Source: an optimization exercise on an open RTL-to-GDS flow (aim: small area). Production flows keep margins and buffers that such runs may drop. Only simulation tests tie the RTL to the original design; equivalence was not proved. Power and IR drop assume default switching activity.

===== design/flow/config.mk =====
export PLATFORM = sky130hd
export DESIGN_NAME = tc_onewire
export DESIGN_NICKNAME = tc_onewire
export VERILOG_FILES = /design/flow/design.v
export SDC_FILE = /design/flow/constraint.sdc
export NUM_CORES = 4
export LEC_CHECK = 0
export CAP_MARGIN = 20
export CORE_MARGIN = 2
export CORE_UTILIZATION = 40
export SLEW_MARGIN = 20

===== design/flow/constraint.sdc =====
create_clock -name core_clock -period 100.0 [get_ports {clk}]
set_input_delay 20.0000 -clock core_clock [delete_from_list [all_inputs] [get_ports {clk}]]
set_output_delay 20.0000 -clock core_clock [all_outputs]
set_load 0.01 [all_outputs]

===== design/flow/design.v =====
module tc_onewire (
    input  wire        clk,
    input  wire        rst_n,
    input  wire        cmd_valid,
    output wire        cmd_ready,
    input  wire [15:0] cmd_word,
    output wire        rsp_valid,
    input  wire        rsp_ready,
    output wire [31:0] rsp_word,
    output wire        dq_oe,
    input  wire        dq_in
);
    localparam [3:0] OP_RESET  = 4'h1, OP_WBIT  = 4'h2, OP_RBIT   = 4'h3,
                     OP_WBYTE  = 4'h4, OP_RBYTE = 4'h5, OP_RBYTES = 4'h6,
                     OP_SPRD   = 4'h7, OP_CCLR  = 4'h8, OP_CUPD   = 4'h9,
                     OP_CBUF   = 4'hA, OP_START = 4'hB, OP_STEP   = 4'hC,
                     OP_ABORT  = 4'hD, OP_STATUS = 4'hE;
    localparam [2:0] TS_IDLE = 3'd0, TS_APC = 3'd1, TS_WCD = 3'd2, TS_APR = 3'd3,
                     TS_RSP  = 3'd4, TS_DONE = 3'd5, TS_ERR = 3'd6;
    localparam [1:0] M_IDLE = 2'd0, M_WORK = 2'd1, M_RSP = 2'd2;
    reg [71:0] ring;
    reg [2:0]  bitp;
    reg [3:0]  bytep;
    wire       p0  = (bitp == 3'd0) && (bytep == 4'd0);
    wire       p32 = (bitp == 3'd0) && (bytep == 4'd4);
    wire       tail = ring[71];           
    reg [1:0]  ms;
    reg [3:0]  op;
    reg [3:0]  nreg;
    reg [7:0]  d0;
    reg        ill, bsy, pres, done;
    reg [2:0]  txn;
    reg [1:0]  ev;
    reg [11:0] temp;
    reg [7:0]  crc;
    reg [3:0]  idx;
    reg [2:0]  bcnt;
    reg        phase;
    reg        sreq;
    reg        wpend, wact;
    reg        active, oe;
    reg [7:0]  tmr;
    assign dq_oe     = oe;
    assign cmd_ready = (ms == M_IDLE);
    assign rsp_valid = (ms == M_RSP);
    wire [3:0] c_op = cmd_word[15:12];
    wire [3:0] c_n  = cmd_word[11:8];
    wire [7:0] c_d  = cmd_word[7:0];
    reg legal;
    always @(*) begin
        case (c_op)
            OP_RESET, OP_RBIT, OP_RBYTE, OP_CCLR,
            OP_START, OP_STEP, OP_ABORT, OP_STATUS:
                legal = (cmd_word[11:0] == 12'h000);
            OP_WBIT:           legal = (cmd_word[11:1] == 11'h000);
            OP_WBYTE, OP_CUPD: legal = (c_n == 4'd0);
            OP_RBYTES, OP_CBUF:
                legal = (c_d == 8'h00) && (c_n >= 4'd1) && (c_n <= 4'd9);
            OP_SPRD:           legal = (c_d == 8'h00) && (c_n <= 4'd8);
            default:           legal = 1'b0;
        endcase
    end
    wire gated = (c_op >= OP_RESET && c_op <= OP_RBYTES) || (c_op == OP_START);
    wire in_flight = (txn >= TS_APC) && (txn <= TS_RSP);
    wire c_ok = legal && !(gated && in_flight);
    wire step    = (op == OP_STEP);
    wire seq_rw  = step && (txn == TS_APC || txn == TS_APR);
    wire k_rst   = (op == OP_RESET) || (seq_rw && !phase);
    wire k_wr    = (op == OP_WBIT) || (op == OP_WBYTE) || (seq_rw && phase);
    wire k_rd    = !k_rst && !k_wr;
    wire seq_bit = !idx[0] ? bcnt[1] :
                   (txn == TS_APC) ? (bcnt[1] && !bcnt[0]) :
                                     (bcnt != 3'd0 && bcnt != 3'd6);
    wire wbit    = seq_rw ? seq_bit : d0[0];
    wire k_w0    = k_wr && !wbit;
    wire ev_low = active && (k_rst ? (p32 && tmr == 8'd66) :
                             k_w0  ? (p32 && tmr == 8'd8)  :
                                     (p0  && tmr == 8'd0));
    wire ev_smp = active && (k_rst ? (p32 && tmr == 8'd76) :
                             k_rd  ? (p0  && tmr == 8'd1)  : 1'b0);
    wire ev_end = active && p0 && (k_rst ? (tmr == 8'd132) : (tmr == 8'd8));
    wire w_sprd = (op == OP_SPRD);
    wire w_cupd = (op == OP_CUPD);
    wire w_cbuf = (op == OP_CBUF);
    wire w_wr   = !w_sprd && !w_cupd && !w_cbuf;
    wire w_start = w_sprd ? (bytep == nreg) :
                   w_cbuf ? (bytep == 4'd0) :
                   w_cupd ? 1'b1 : (bytep == idx);
    wire wcyc  = wpend && (wact || (bitp == 3'd0 && w_start));
    wire wlast = (bitp == 3'd7) && (!w_cbuf || (bytep + 4'd1 == nreg));
    wire crc_d   = w_cupd ? d0[0] : tail;
    wire crc_mix = crc[0] ^ crc_d;
    wire [7:0] crc_nx = {crc_mix, crc[7:5], crc[4] ^ crc_mix, crc[3] ^ crc_mix, crc[2:1]};
    wire poll_hit = temp[0] & temp[1] & temp[4] & temp[5] & temp[6] & temp[7] & temp[8] & temp[10];
    wire poll_fb  = ~(temp[1] ^ temp[10]);
    always @(posedge clk) begin
        ring <= {ring[70:0], (wcyc && w_wr) ? d0[0] : tail};
        if (!rst_n) begin
            bitp  <= 3'd0;
            bytep <= 4'd0;
        end else begin
            bitp <= bitp + 3'd1;
            if (bitp == 3'd7)
                bytep <= bytep[3] ? 4'd0 : bytep + 4'd1;
        end
        if (!rst_n) begin
            ms     <= M_IDLE;
            txn    <= TS_IDLE;
            ev     <= 2'd0;
            crc    <= 8'h00;
            sreq   <= 1'b0;
            wpend  <= 1'b0;
            wact   <= 1'b0;
            active <= 1'b0;
            oe     <= 1'b0;
        end else begin
            if (!active) begin
                if (sreq && p0) begin
                    active <= 1'b1;
                    oe     <= 1'b1;
                    tmr    <= 8'd0;
                    sreq   <= 1'b0;
                end
            end else begin
                if (p0) tmr <= tmr + 8'd1;
                if (ev_low) oe <= 1'b0;
                if (ev_end) active <= 1'b0;
            end
            if (txn == TS_APC)
                temp <= {1'b0, temp[11:1]};
            if (ev_smp) begin
                if (k_rst)
                    pres <= ~dq_in;
                else if (op == OP_RBIT || (step && txn == TS_WCD))
                    d0[0] <= dq_in;
                else begin
                    d0 <= {dq_in, d0[7:1]};
                    if (step && (idx == 4'd0 || (idx == 4'd1 && !bcnt[2])))
                        temp <= {dq_in, temp[11:1]};
                    if (bcnt == 3'd7 && (op == OP_RBYTES || step))
                        wpend <= 1'b1;
                end
            end
            if (wcyc) begin
                wact <= !wlast;
                if (wlast) begin
                    wpend <= 1'b0;
                    if (!w_wr) ms <= M_RSP;
                end
                if (w_cupd || w_cbuf)
                    crc <= crc_nx;
                d0 <= {tail, d0[7:1]};
            end
            if (ev_end) begin
                if (k_wr) d0 <= {1'b0, d0[7:1]};
                case (op)
                OP_RESET, OP_WBIT, OP_RBIT: ms <= M_RSP;
                OP_WBYTE, OP_RBYTE: begin
                    bcnt <= bcnt + 3'd1;
                    if (bcnt == 3'd7) ms <= M_RSP; else sreq <= 1'b1;
                end
                OP_RBYTES: begin
                    bcnt <= bcnt + 3'd1;
                    if (bcnt == 3'd7) begin
                        idx <= idx + 4'd1;
                        if (idx + 4'd1 == nreg) ms <= M_RSP; else sreq <= 1'b1;
                    end else
                        sreq <= 1'b1;
                end
                default: begin  
                    if (seq_rw) begin
                        if (!phase) begin
                            if (!pres) begin
                                txn  <= TS_ERR;
                                ev   <= (txn == TS_APC) ? 2'd1 : 2'd2;
                                done <= 1'b1;
                                ms   <= M_RSP;
                            end else begin
                                phase <= 1'b1;
                                sreq  <= 1'b1;
                            end
                        end else begin
                            bcnt <= bcnt + 3'd1;
                            if (bcnt == 3'd7) begin
                                idx <= idx + 4'd1;
                                if (idx[0]) begin
                                    txn <= (txn == TS_APC) ? TS_WCD : TS_RSP;
                                    idx <= 4'd0;
                                    ms  <= M_RSP;
                                end else
                                    sreq <= 1'b1;
                            end else
                                sreq <= 1'b1;
                        end
                    end else if (txn == TS_WCD) begin
                        if (d0[0])
                            txn <= TS_APR;
                        else begin
                            temp <= {poll_fb, temp[11:1]};
                            if (poll_hit) begin
                                txn  <= TS_ERR;
                                ev   <= 2'd3;
                                done <= 1'b1;
                            end
                        end
                        ms <= M_RSP;
                    end else begin  
                        bcnt <= bcnt + 3'd1;
                        if (bcnt == 3'd7) begin
                            idx <= idx + 4'd1;
                            if (idx == 4'd8) begin
                                txn  <= TS_DONE;
                                done <= 1'b1;
                            end
                            ms <= M_RSP;
                        end else
                            sreq <= 1'b1;
                    end
                end
                endcase
            end
            if (ms == M_RSP && rsp_ready)
                ms <= M_IDLE;
            if (ms == M_IDLE && cmd_valid) begin
                op    <= c_op;
                nreg  <= c_n;
                d0    <= c_d;
                ill   <= !legal;
                bsy   <= legal && gated && in_flight;
                pres  <= 1'b0;
                done  <= 1'b0;
                phase <= 1'b0;
                bcnt  <= 3'd0;
                ms    <= M_RSP;
                if (c_ok) begin
                    case (c_op)
                    OP_RESET, OP_WBIT, OP_WBYTE, OP_RBIT, OP_RBYTE: begin
                        ms <= M_WORK; sreq <= 1'b1;
                    end
                    OP_RBYTES: begin
                        ms <= M_WORK; sreq <= 1'b1; idx <= 4'd0;
                    end
                    OP_SPRD, OP_CUPD: begin
                        ms <= M_WORK; wpend <= 1'b1;
                    end
                    OP_CBUF: begin
                        ms <= M_WORK; wpend <= 1'b1; crc <= 8'h00;
                    end
                    OP_CCLR:  crc <= 8'h00;
                    OP_START: begin txn <= TS_APC;  ev <= 2'd0; end
                    OP_ABORT: begin txn <= TS_IDLE; ev <= 2'd0; end
                    OP_STEP: begin
                        if (in_flight) begin
                            ms <= M_WORK; sreq <= 1'b1;
                            if (txn == TS_APC || txn == TS_APR) idx <= 4'd0;
                        end
                    end
                    default: ;
                    endcase
                end
            end
        end
    end
    wire ts_fin = (txn == TS_DONE) || (txn == TS_ERR);
    wire show_t = ts_fin && (done || (op == OP_STATUS && !ill));
    wire show_c = (op == OP_CUPD || op == OP_CBUF) && !ill;
    wire show_d = (op == OP_RBIT || op == OP_RBYTE || op == OP_SPRD) && !ill;
    wire errv   = (ev != 2'd0);
    wire [7:0] t_hi = errv ? 8'hFF : temp[11:4];
    wire [7:0] t_lo = errv ? {6'b111111, ~(ev[1] & ev[0]), ev[0]} : {temp[3:0], 4'h0};
    wire [7:0] data1 = show_t ? t_hi : 8'h00;
    wire [7:0] data0 = show_t ? t_lo : show_c ? crc : show_d ? d0 : 8'h00;
    assign rsp_word = {6'd0, bsy, ill, pres, done, ev, 1'b0, txn, data1, data0};
endmodule

===== design/flow/run.sh =====
#!/bin/bash
# synth_recipe.tcl (not shown) runs the flow's synth.tcl, then flattens the netlist and writes it again
# the make line also repeats each setting of config.mk as NAME=value (left out here)
make -C /OpenROAD-flow-scripts/flow DESIGN_CONFIG=/design/flow/config.mk WORK_HOME=/design/flow/orfs CLKGATE_MAP_FILE= SYNTH_SCRIPT=/design/flow/synth_recipe.tcl finish

==> out/results.env, run 1 <==
STATUS='timing/DRC/antenna clean'
DIE_X_EXTENT_UM=135.2
TIMING.FMAX_MHz=43.02
NNETSFINAL=742
CTSLONGESTPATHBUFFERS=2
HOLD_VIOL_FINAL=0
FINCLKSKEW_NS=0.008454
CRITICAL_PATH_REQUIRED_NS=80.00
ANTENNA_FOUND_INITIAL=0
FIN_CRIT_NS=23.24
IO_BUFFER_COUNT=48
RSZ0062_AT_GRT='no'
YOSYS.CELL_COUNT.TOP_TYPE='sky130_fd_sc_hd__dfxtp_1'
LEAKAGE_nW=3.013
AREA_OF_THE_CORE_MM2=0.01670
TIMING.CRITICAL_PATH.CELLS='inv_1, nor4_1, o211ai_1, or3_1, o21ai_0, clkdlybuf4s50_1'
SYNTH.YOSYS.SEQ_AREA_SHARE_PCT=49.68
POWER.TOTAL_uW=131.8
MAX_SLEW.WORST_PIN.SLEW_NS=1.009
POSTSYNTH.ASYNCRESETSHARE_PCT=0
CP.ARRIVAL_NS=3.24
DRT_WL_TOTAL_UM=16910
TIMING.CRITICAL_PATH.FANOUT_MAX=19
TOTAL_CTS_BUFFERS=17
CRITPATHTOPFAMILY='simple AND/OR/NAND/NOR gates'
CTS-HTREE-LEVELS=4
MAX_STAGE_DELAY_NS=0.75
NUMBER_OF_VIOLATIONS_OF_THE_MAX_CAPACITANCE_LIMIT=0
TRITONCTS_SINK_COUNT=147
TIMING_MAX_TRANSITION_VIOLATIONS_FINAL=0
POSTCTSRESIZEDCELLS=0
FINALCOREUTILIZATION_PCT=47.84
GRT_PASS1_WL_UM=27350
POST_SYNTH_INST_COUNT=675
DETAIL_ROUTE.WL_PER_CELL_UM=18.10
FINALSETUPTNS_NS=0
POWER_PER_CELL_AREA_mW_PER_MM2=16.49
CRITPATHKIND='reg2out'
POST_SYNTH_TOP_AREA_SHARE_PCT=28.76
DRIVE_GT1_SHARE_PCT=7.003
DRC=0
FIRST_GLOBAL_VIAS=5077
POST_DRT_VIA_CELL_RATIO=5.662
SYNTH-EDFF-COUNT=48
CRITICAL_PATH_BUF_INV_COUNT=2
SYN2LAYOUT_AREA_GROWTH_PCT=15.96
GRT_START_MAX_NET_PINS=37
DETAIL_ROUTE.FIRST_PASS.ITERATIONS=5
POST-CTS-SETUP-BUFFERS=0
SYNTHTOPCELLSBYAREA='sky130_fd_sc_hd__dfxtp_1 29%, sky130_fd_sc_hd__edfxtp_1 21%, sky130_fd_sc_hd__mux2i_1 3.8%, sky130_fd_sc_hd__ha_1 3.5%, sky130_fd_sc_hd__a21oi_1 2.8%'
YS_DOMINANT_REG_CELL='sky130_fd_sc_hd__dfxtp_1'
CLOCK_LATENCY_NS=0.43
MULTI_INPUT_AREA_MM2=0.003119
NUMBER_OF_ROWS_IN_THE_CORE_AREA=47
REGISTER_AREA_MM2=0.003423
CTS.HOLD.BUFFERS_ADDED=0
SYNTH_COMMONEST_CELLS='99 x sky130_fd_sc_hd__dfxtp_1, 49 x sky130_fd_sc_hd__nor2_1, 48 x sky130_fd_sc_hd__edfxtp_1'
CHIPHEIGHT_UM=135.2
NUM_ANTENNA_CELLS=0
POST_SYNTHESIS_INSTANCE_AREA_MM2=0.006890
CRIT_PATH_START_KIND='flop'
ROUTED-VIA-COUNT=5288
WORSTHOLDPATHTYPE='reg2reg'
PLACE_CONGESTION=0.8871
SYNTH-WARNING-COUNT=1
START_UTIL_PCT=41.26
CTS.REPORTEDPATHS.CLKPINSLEW_NS=0.06
SYN_AREA_PER_CELL_UM2=10.21
DRT_FIRST_ITER_VIOLATIONS=395
CLK_ROOT_BUFFER_CELL='sky130_fd_sc_hd__clkbuf_16'
PERIOD_SHARE_PCT=23.24
SYNTH-SEQ-CELLS=147
PIN_COUNT=56
FILLERS=1551
GLOBAL_ROUTE.OVERFLOW_TOTAL=0
TRITONCTS='built'
FINAL-SETUP-VIOL-COUNT=0
GLOBAL_ROUTE.USAGE.TOTAL_PCT=19.30
CPMAXSTAGEDELAYCELL='sky130_fd_sc_hd__edfxtp_1'
MAX_SLEW_MARGIN_PCT=32.59
YOSYSUNIQUECELLTYPES=84
CRIT_PATH_END_KIND='primary output'
DRTANTENNAVIOLNETS=0
VDD_IR_DROP_MAX_mV=0.01073
DP.FINAL_HPWL_UM=11960
DIEAREA_MM2=0.01829
SYNTHDOMINANTAREACELLTYPE='sky130_fd_sc_hd__dfxtp_1'
==> kinds of logic after synthesis <==
logic type      Yosys count  share of synthesized area (%)
buf+inv                  84                          5.484
compound gates          153                          15.51
other cells               1                        0.05442
mux                      29                          4.322
flops                   147                          49.68
fa+ha+maj                19                          3.450
simple gates            210                          17.21
xor+xnor                 32                          4.285
==> layout by cell type (no fill, tap or decap), types with 4 or more instances in the layout <==
cell type,synthesis,final
sky130_fd_sc_hd__nand2_1,32,32
sky130_fd_sc_hd__nor3b_1,5,5
sky130_fd_sc_hd__a211oi_1,4,4
sky130_fd_sc_hd__inv_1,34,34
sky130_fd_sc_hd__nand3_1,18,18
sky130_fd_sc_hd__edfxtp_1,48,48
sky130_fd_sc_hd__o21ai_1,4,4
sky130_fd_sc_hd__nor4bb_1,5,5
sky130_fd_sc_hd__a21oi_1,39,39
sky130_fd_sc_hd__xnor2_1,18,18
sky130_fd_sc_hd__a221oi_1,8,8
sky130_fd_sc_hd__xor2_1,13,13
sky130_fd_sc_hd__nor2_1,49,49
sky130_fd_sc_hd__inv_6,0,4
sky130_fd_sc_hd__o211ai_1,5,5
sky130_fd_sc_hd__nor2b_1,11,11
sky130_fd_sc_hd__clkdlybuf4s50_1,0,48
sky130_fd_sc_hd__and2_1,18,18
sky130_fd_sc_hd__nor4_1,6,6
sky130_fd_sc_hd__a22oi_1,4,4
sky130_fd_sc_hd__o22ai_1,4,4
sky130_fd_sc_hd__mux2i_1,26,26
sky130_fd_sc_hd__o21ai_0,22,22
sky130_fd_sc_hd__nand4_1,9,9
sky130_fd_sc_hd__o21a_1,8,8
sky130_fd_sc_hd__or3_1,6,6
sky130_fd_sc_hd__clkbuf_16,0,17
sky130_fd_sc_hd__conb_1,1,7
sky130_fd_sc_hd__dfxtp_1,99,99
sky130_fd_sc_hd__nor3_1,17,17
sky130_fd_sc_hd__a31oi_1,15,15
sky130_fd_sc_hd__ha_1,19,19
==> worst register-to-register path: cells and delay by family (launching register included) <==
family          cells  cell delay, ns
buf+inv             1            0.22
compound gates      3            0.95
simple gates        3            1.20
flops               1            0.75
==> final timing paths <==
path / slack, ns / depth (start not counted) / startpoint / endpoint
setup / recovery: 76.76 / 6 / op[1] / rsp_word[0]
setup reg to reg: 96.64 / 7 / op[1] / temp[11]
hold / removal: 0.33 / 0 / ring[11] / ring[12]
hold reg to reg: 0.33 / 0 / ring[11] / ring[12]
==> layout make-up <==
type                       instances  share of cell area, %
sequential                       147                  42.84
multi-input combinational        450                  39.04
clock inverter                    12                  1.190
clock buffer                      19                  5.543
timing repair buffer              51                  6.295
inverter                          35                  1.644
tap                              220                  3.445
==> metrics by stage <==
step | hold slack [ns] | setup slack (ns) | cell area (µm²) | std cells
2_1_floorplan | 0.3096 | 77.96 | 6913 | 681
3_5_place_dp | 0.3121 | 77.01 | 7445 | 903
6_report | 0.3254 | 76.76 | 7990 | 934
5_1_grt | 0.3296 | 76.47 | 7990 | 934
3_3_place_gp | 0.3132 | 77.13 | 7445 | 903
4_1_cts | 0.3253 | 76.74 | 7983 | 934
==> metal layers <==
metal | GRT usage, % | vias to the layer above | wire (µm)
li1 | - | 2500 | -
met1 | 27.66 | 2555 | 8094
met2 | 27.89 | 201 | 7422
met3 | 4.676 | 32 | 1056
met4 | 7.870 | 0 | 337
met5 | 0 | - | 0
==> registers in the layout (all words and copies together), names as in the netlist, 2 cells and up <==
signal  cells
txn         3
idx         4
crc         8
bcnt        3
ring       72
ms          2
nreg        4
tmr         8
ev          2
d0          8
bytep       4
temp       12
op          4
bitp        3
==> power breakdown <==
| part | switching (mW) | leakage (nW) | total (mW) | internal [mW] |
|---|---|---|---|---|
| clock | 0.0261 | 0.271 | 0.0588 | 0.0327 |
| sequential | 0.00157 | 1.26 | 0.0645 | 0.0630 |
| combinational | 0.00484 | 1.48 | 0.00845 | 0.00361 |
| total | 0.0325 | 3.01 | 0.132 | 0.0993 |
==> inputs of run 2 (changes only) <==
--- a/design/flow/design.v
+++ b/design/flow/design.v
@@ -37,5 +37,4 @@
     reg [2:0]  bcnt;
     reg        phase;
-    reg        sreq;
     reg        wpend, wact;
     reg        active, oe;
@@ -74,10 +73,14 @@
     wire wbit    = seq_rw ? seq_bit : d0[0];
     wire k_w0    = k_wr && !wbit;
-    wire ev_low = active && (k_rst ? (p32 && tmr == 8'd66) :
-                             k_w0  ? (p32 && tmr == 8'd8)  :
-                                     (p0  && tmr == 8'd0));
-    wire ev_smp = active && (k_rst ? (p32 && tmr == 8'd76) :
-                             k_rd  ? (p0  && tmr == 8'd1)  : 1'b0);
-    wire ev_end = active && p0 && (k_rst ? (tmr == 8'd132) : (tmr == 8'd8));
+    wire t_8   = tmr[0];                                          
+    wire t_66  = tmr[2] & ~tmr[3] & ~tmr[6] & tmr[7];             
+    wire t_1   = ~tmr[6] & tmr[7];                                
+    wire t_76  = ~tmr[0] & tmr[1] & ~tmr[2] & ~tmr[3] & tmr[6] & ~tmr[7];  
+    wire t_132 = tmr[1] & tmr[2] & tmr[4] & tmr[6] & tmr[7];      
+    wire ev_low = active && (k_rst ? (p32 && t_66) :
+                             k_w0  ? (p32 && t_8)  : p0);
+    wire ev_smp = active && (k_rst ? (p32 && t_76) :
+                             k_rd  ? (p0  && t_1)  : 1'b0);
+    wire ev_end = active && p0 && (k_rst ? t_132 : t_8);
     wire w_sprd = (op == OP_SPRD);
     wire w_cupd = (op == OP_CUPD);
@@ -88,4 +91,5 @@
                    w_cupd ? 1'b1 : (bytep == idx);
     wire wcyc  = wpend && (wact || (bitp == 3'd0 && w_start));
+    wire sreq  = (ms == M_WORK) && w_wr;
     wire wlast = (bitp == 3'd7) && (!w_cbuf || (bytep + 4'd1 == nreg));
     wire crc_d   = w_cupd ? d0[0] : tail;
@@ -109,5 +113,4 @@
             ev     <= 2'd0;
             crc    <= 8'h00;
-            sreq   <= 1'b0;
             wpend  <= 1'b0;
             wact   <= 1'b0;
@@ -116,12 +119,11 @@
         end else begin
             if (!active) begin
+                tmr <= {1'b0, tmr[7:1]};           
                 if (sreq && p0) begin
                     active <= 1'b1;
                     oe     <= 1'b1;
-                    tmr    <= 8'd0;
-                    sreq   <= 1'b0;
                 end
             end else begin
-                if (p0) tmr <= tmr + 8'd1;
+                if (p0) tmr <= {~(tmr[0] ^ tmr[3]), tmr[7:1]};
                 if (ev_low) oe <= 1'b0;
                 if (ev_end) active <= 1'b0;
@@ -147,4 +149,5 @@
                     wpend <= 1'b0;
                     if (!w_wr) ms <= M_RSP;
+                    else idx <= idx + 4'd1;
                 end
                 if (w_cupd || w_cbuf)
@@ -158,13 +161,9 @@
                 OP_WBYTE, OP_RBYTE: begin
                     bcnt <= bcnt + 3'd1;
-                    if (bcnt == 3'd7) ms <= M_RSP; else sreq <= 1'b1;
+                    if (bcnt == 3'd7) ms <= M_RSP;
                 end
                 OP_RBYTES: begin
                     bcnt <= bcnt + 3'd1;
-                    if (bcnt == 3'd7) begin
-                        idx <= idx + 4'd1;
-                        if (idx + 4'd1 == nreg) ms <= M_RSP; else sreq <= 1'b1;
-                    end else
-                        sreq <= 1'b1;
+                    if (bcnt == 3'd7 && idx == nreg) ms <= M_RSP;
                 end
                 default: begin  
@@ -176,8 +175,6 @@
                                 done <= 1'b1;
                                 ms   <= M_RSP;
-                            end else begin
+                            end else
                                 phase <= 1'b1;
-                                sreq  <= 1'b1;
-                            end
                         end else begin
                             bcnt <= bcnt + 3'd1;
@@ -188,8 +185,6 @@
                                     idx <= 4'd0;
                                     ms  <= M_RSP;
-                                end else
-                                    sreq <= 1'b1;
-                            end else
-                                sreq <= 1'b1;
+                                end
+                            end
                         end
                     end else if (txn == TS_WCD) begin
@@ -208,12 +203,10 @@
                         bcnt <= bcnt + 3'd1;
                         if (bcnt == 3'd7) begin
-                            idx <= idx + 4'd1;
-                            if (idx == 4'd8) begin
+                            if (idx[3] & idx[0]) begin    
                                 txn  <= TS_DONE;
                                 done <= 1'b1;
                             end
                             ms <= M_RSP;
-                        end else
-                            sreq <= 1'b1;
+                        end
                     end
                 end
@@ -235,9 +228,8 @@
                 if (c_ok) begin
                     case (c_op)
-                    OP_RESET, OP_WBIT, OP_WBYTE, OP_RBIT, OP_RBYTE: begin
-                        ms <= M_WORK; sreq <= 1'b1;
-                    end
+                    OP_RESET, OP_WBIT, OP_WBYTE, OP_RBIT, OP_RBYTE:
+                        ms <= M_WORK;
                     OP_RBYTES: begin
-                        ms <= M_WORK; sreq <= 1'b1; idx <= 4'd0;
+                        ms <= M_WORK; idx <= 4'd0;
                     end
                     OP_SPRD, OP_CUPD: begin
@@ -252,5 +244,5 @@
                     OP_STEP: begin
                         if (in_flight) begin
-                            ms <= M_WORK; sreq <= 1'b1;
+                            ms <= M_WORK;
                             if (txn == TS_APC || txn == TS_APR) idx <= 4'd0;
                         end
==> out/results.env, run 2 <==
DETAIL_ROUTE.WL_PER_CELL_UM=16.43  # -9.2%
TIMING_MAX_TRANSITION_VIOLATIONS_FINAL=0  # unchanged
POST-CTS-SETUP-BUFFERS=0  # unchanged
NUMBER_OF_ROWS_IN_THE_CORE_AREA=46  # -2.1%
CRIT_PATH_END_KIND='primary output'
LEAKAGE_nW=2.831  # -6.0%
CRITPATHKIND='reg2out'
POWER_PER_CELL_AREA_mW_PER_MM2=18.03  # +9.3%
CLOCK_LATENCY_NS=0.41  # -0.02 ns
ROUTED-WL-MET3_UM=780  # -26%
START_UTIL_PCT=40.77  # -0.48 points
TOP_LAYER='met4'
SYNTH_COMMONEST_CELLS='98 x sky130_fd_sc_hd__dfxtp_1, 54 x sky130_fd_sc_hd__nor2_1, 48 x sky130_fd_sc_hd__edfxtp_1'
TIMING.FMAX_MHz=43.46  # +1.0%
CHIPHEIGHT_UM=131.0  # -3.1%
CP_NUM_CELLS=6  # unchanged
ROUTED-VIA-COUNT=4631  # -12%
YOSYSUNIQUECELLTYPES=74  # -12%
POSTCTSRESIZEDCELLS=0  # unchanged
SYNTHDOMINANTAREACELLTYPE='sky130_fd_sc_hd__dfxtp_1'
SYN_AREA_PER_CELL_UM2=10.46  # +2.5%
FINALCOREUTILIZATION_PCT=48.41  # +0.57 points
FINALSETUPTNS_NS=0  # unchanged
DRT_FIRST_ITER_VIOLATIONS=309  # -22%
BIGGESTREGSBYFLOPS='ring: 72 flops, temp: 12 flops'
CTS.REPORTEDPATHS.CLKPINSLEW_NS=0.06  # about the same
POSTSYNTH.ASYNCRESETSHARE_PCT=0  # unchanged
FIRST_GLOBAL_VIAS=4492  # -12%
PLACE_CONGESTION=0.8975  # +1.2%
WL_MET1_UM=6844  # -15%
CTS.HOLD.BUFFERS_ADDED=0  # unchanged
GLOBAL_ROUTE.USAGE.TOTAL_PCT=18.18  # -1.1 points
SYNTHTOPCELLSBYAREA='sky130_fd_sc_hd__dfxtp_1 30%, sky130_fd_sc_hd__edfxtp_1 22%, sky130_fd_sc_hd__mux2i_1 4.5%, sky130_fd_sc_hd__a21oi_1 3.4%, sky130_fd_sc_hd__nor2_1 3.1%'
YOSYS.CELL_COUNT.TOP_TYPE='sky130_fd_sc_hd__dfxtp_1'
MAX_STAGE_DELAY_NS=0.71  # -0.04 ns
TIMING.CRITICAL_PATH.CELLS='nand4b_1, nor2_1, o221ai_1, or3_1, o21ai_0, clkdlybuf4s50_1'
AREA_OF_THE_CORE_MM2=0.01583  # -5.2%
SYN2LAYOUT_AREA_GROWTH_PCT=18.73
POST_SYNTH_TOP_AREA_SHARE_PCT=30.40  # +1.6 points
DPL-INSTANCE-AREA_MM2=0.007028  # -5.6%
CP.ARRIVAL_NS=3.01  # -0.23 ns
IO_BUFFER_COUNT=48  # unchanged
LAYOUT.CELLS.MOST_COMMON='sky130_fd_sc_hd__dfxtp_1'
ANTENNA_FOUND_INITIAL=0  # unchanged
HOLD_VIOL_FINAL=0  # unchanged
LARGEST_REGISTER='ring'
WL_MET2_UM=6698  # -9.8%
CRITICAL_PATH_REQUIRED_NS=80.00  # about the same
NNETSFINAL=690  # -7.0%
CRITICAL_PATH_BUF_INV_COUNT=1  # -1
CTSLONGESTPATHBUFFERS=2  # unchanged
SYNTH.YOSYS.SEQ_AREA_SHARE_PCT=52.73  # +3.1 points
PIN_COUNT=56  # unchanged
YS_DOMINANT_REG_CELL='sky130_fd_sc_hd__dfxtp_1'
GRT_START_MAX_NET_PINS=33  # -11%
POST_SYNTH_INST_COUNT=617  # -8.6%
RSZ0062_AT_GRT='no'
CLK_ROOT_BUFFER_CELL='sky130_fd_sc_hd__clkbuf_16'
STATUS='timing/DRC/antenna clean'
DRIVE_GT1_SHARE_PCT=8.996  # +2.0 points
POST_SYNTHESIS_INSTANCE_AREA_MM2=0.006454  # -6.3%
GLOBAL_ROUTE.OVERFLOW_TOTAL=0  # unchanged
GRT_PASS1_WL_UM=23770  # -13%
TOTAL_CTS_BUFFERS=17  # unchanged
NUM_ANTENNA_CELLS=0  # unchanged
TRITONCTS='built'
HOLD_PATH_DEPTH=0  # unchanged
DIE_X_EXTENT_UM=131.0  # -3.1%
DRT_WL_TOTAL_UM=14510  # -14%
PERIOD_SHARE_PCT=23.01  # -0.24 points
DRTANTENNAVIOLNETS=0  # unchanged
MAX_SLEW.WORST_PIN.SLEW_NS=0.9152  # -0.09375 ns
SYNTH-SEQ-CELLS=146  # -0.68%
SYNTH-WARNING-COUNT=1  # unchanged
DIEAREA_MM2=0.01717  # -6.2%
WORSTHOLDPATHTYPE='reg2reg'
NUMBER_OF_VIOLATIONS_OF_THE_MAX_CAPACITANCE_LIMIT=0  # unchanged
FIN_CELLS=883  # -5.5%
FINAL_CELL_MIX='98 x sky130_fd_sc_hd__dfxtp_1, 54 x sky130_fd_sc_hd__nor2_1, 48 x sky130_fd_sc_hd__edfxtp_1, 48 x sky130_fd_sc_hd__clkdlybuf4s50_1, 44 x sky130_fd_sc_hd__a21oi_1'
CRIT_PATH_START_KIND='flop'
CRITPATHTOPFAMILY='simple AND/OR/NAND/NOR gates'
LARGEST_REG_FLOPS=72  # unchanged
TIMING.CRITICAL_PATH.FANOUT_MAX=18  # -1
POST_DRT_VIA_CELL_RATIO=5.245  # -7.4%
DETAIL_ROUTE.FIRST_PASS.ITERATIONS=5  # unchanged
MAX_SLEW_MARGIN_PCT=38.76  # +6.2 points
DRC=0  # unchanged
FINCLKSKEW_NS=0.006600  # -0.001854 ns
DP.FINAL_HPWL_UM=10340  # -14%
VDD_IR_DROP_MAX_mV=0.01590  # +48%
PLACE.DETAILED.INSTANCES=851  # -5.8%
WORST-R2R-CELL-COUNT=7  # unchanged
CPMAXSTAGEDELAYCELL='sky130_fd_sc_hd__edfxtp_1'
SYNTH-EDFF-COUNT=48  # unchanged
REG2REG_SETUP_SLACK_NS=96.83  # +0.19 ns
FINAL-SETUP-VIOL-COUNT=0  # unchanged
FINALINSTANCEAREA_MM2=0.007662  # -4.1%
CTS-HTREE-LEVELS=4  # unchanged
TRITONCTS_SINK_COUNT=146  # -0.68%
FIN_CRIT_NS=23.01  # -0.2355 ns
[run 2: stage by stage]
stage,hold WS (ns),power [mW],worst slack (ns)
floorplan,0.3096,0.07027,78.03
global placement,0.3116,0.07308,77.21
detailed placement,0.3121,0.07322,77.09
CTS,0.3268,0.1395,76.99
global route,0.3255,0.1431,76.72
finish,0.3262,0.1381,76.99
[run 2: area by class of cell]
class                   instances  area (µm²)
fillers                      1489        8165
flip-flops and latches        146        3403
multi-input cells             406        2739
repair buffers                 49       488.0
clock buffers                  18       450.4
well taps                     216       270.3
clock inverters                14       183.9
inverters                      34       127.6
[run 2: worst paths after layout]
check / endpoint / startpoint
max: rsp_word[0] / op[1]
min: ring[67] / ring[66]
max reg2reg: temp[2] / op[1]
min reg2reg: ring[67] / ring[66]
[run 2: logic make-up after synthesis]
group	share of synthesized area, %
XOR/XNOR	3.393
adder cells (fa/ha/maj)	2.908
AND/OR/NAND/NOR	16.50
other	0.05811
flip-flops	52.73
AO/OA/AOI/OAI	13.63
multiplexers	5.603
buffers and inverters	5.176
[run 2: metal layers]
metal  global-route usage (%)  vias up
met5                        0        -
met4                    7.196        0
met3                    4.072       14
met2                    28.13      132
li1                         -     2288
met1                    24.82     2197
[run 2: power breakdown]
| part | switching (mW) | internal [mW] |
|---|---|---|
| clock | 0.0267 | 0.0395 |
| combinational | 0.00448 | 0.00320 |
| sequential | 0.00149 | 0.0628 |

[separate check: timing with driven ports]
The results above use ideal ports. As a check the final layouts listed here were re-extracted and re-timed, cells and wires unchanged.
Step 1 sets driving cells, clkbuf_16 on the clock port and buf_2 on the other inputs (assumed; they add their load-dependent delay and slew).
Step 2 times the ports against the registers' clock, not the clock port: input delays grow and output delays shrink by t, the midpoint of the rising clock arrivals with the driver on.
Three values: ideal, step 1, step 2; two values: the first two.
run	t (ns)	setup WS [ns]	hold WS [ns]	clock arrival spread, ns	worst data-port slew with drivers (ns)
run 1	0.469	76.756 / 76.709 / 76.935	0.325 / 0.325 / 0.325	0.009 / 0.008	0.04
run 2	0.451	76.991 / 76.951 / 77.091	0.326 / 0.326 / 0.326	0.008 / 0.008	0.04
After both steps every run listed still meets setup and hold.
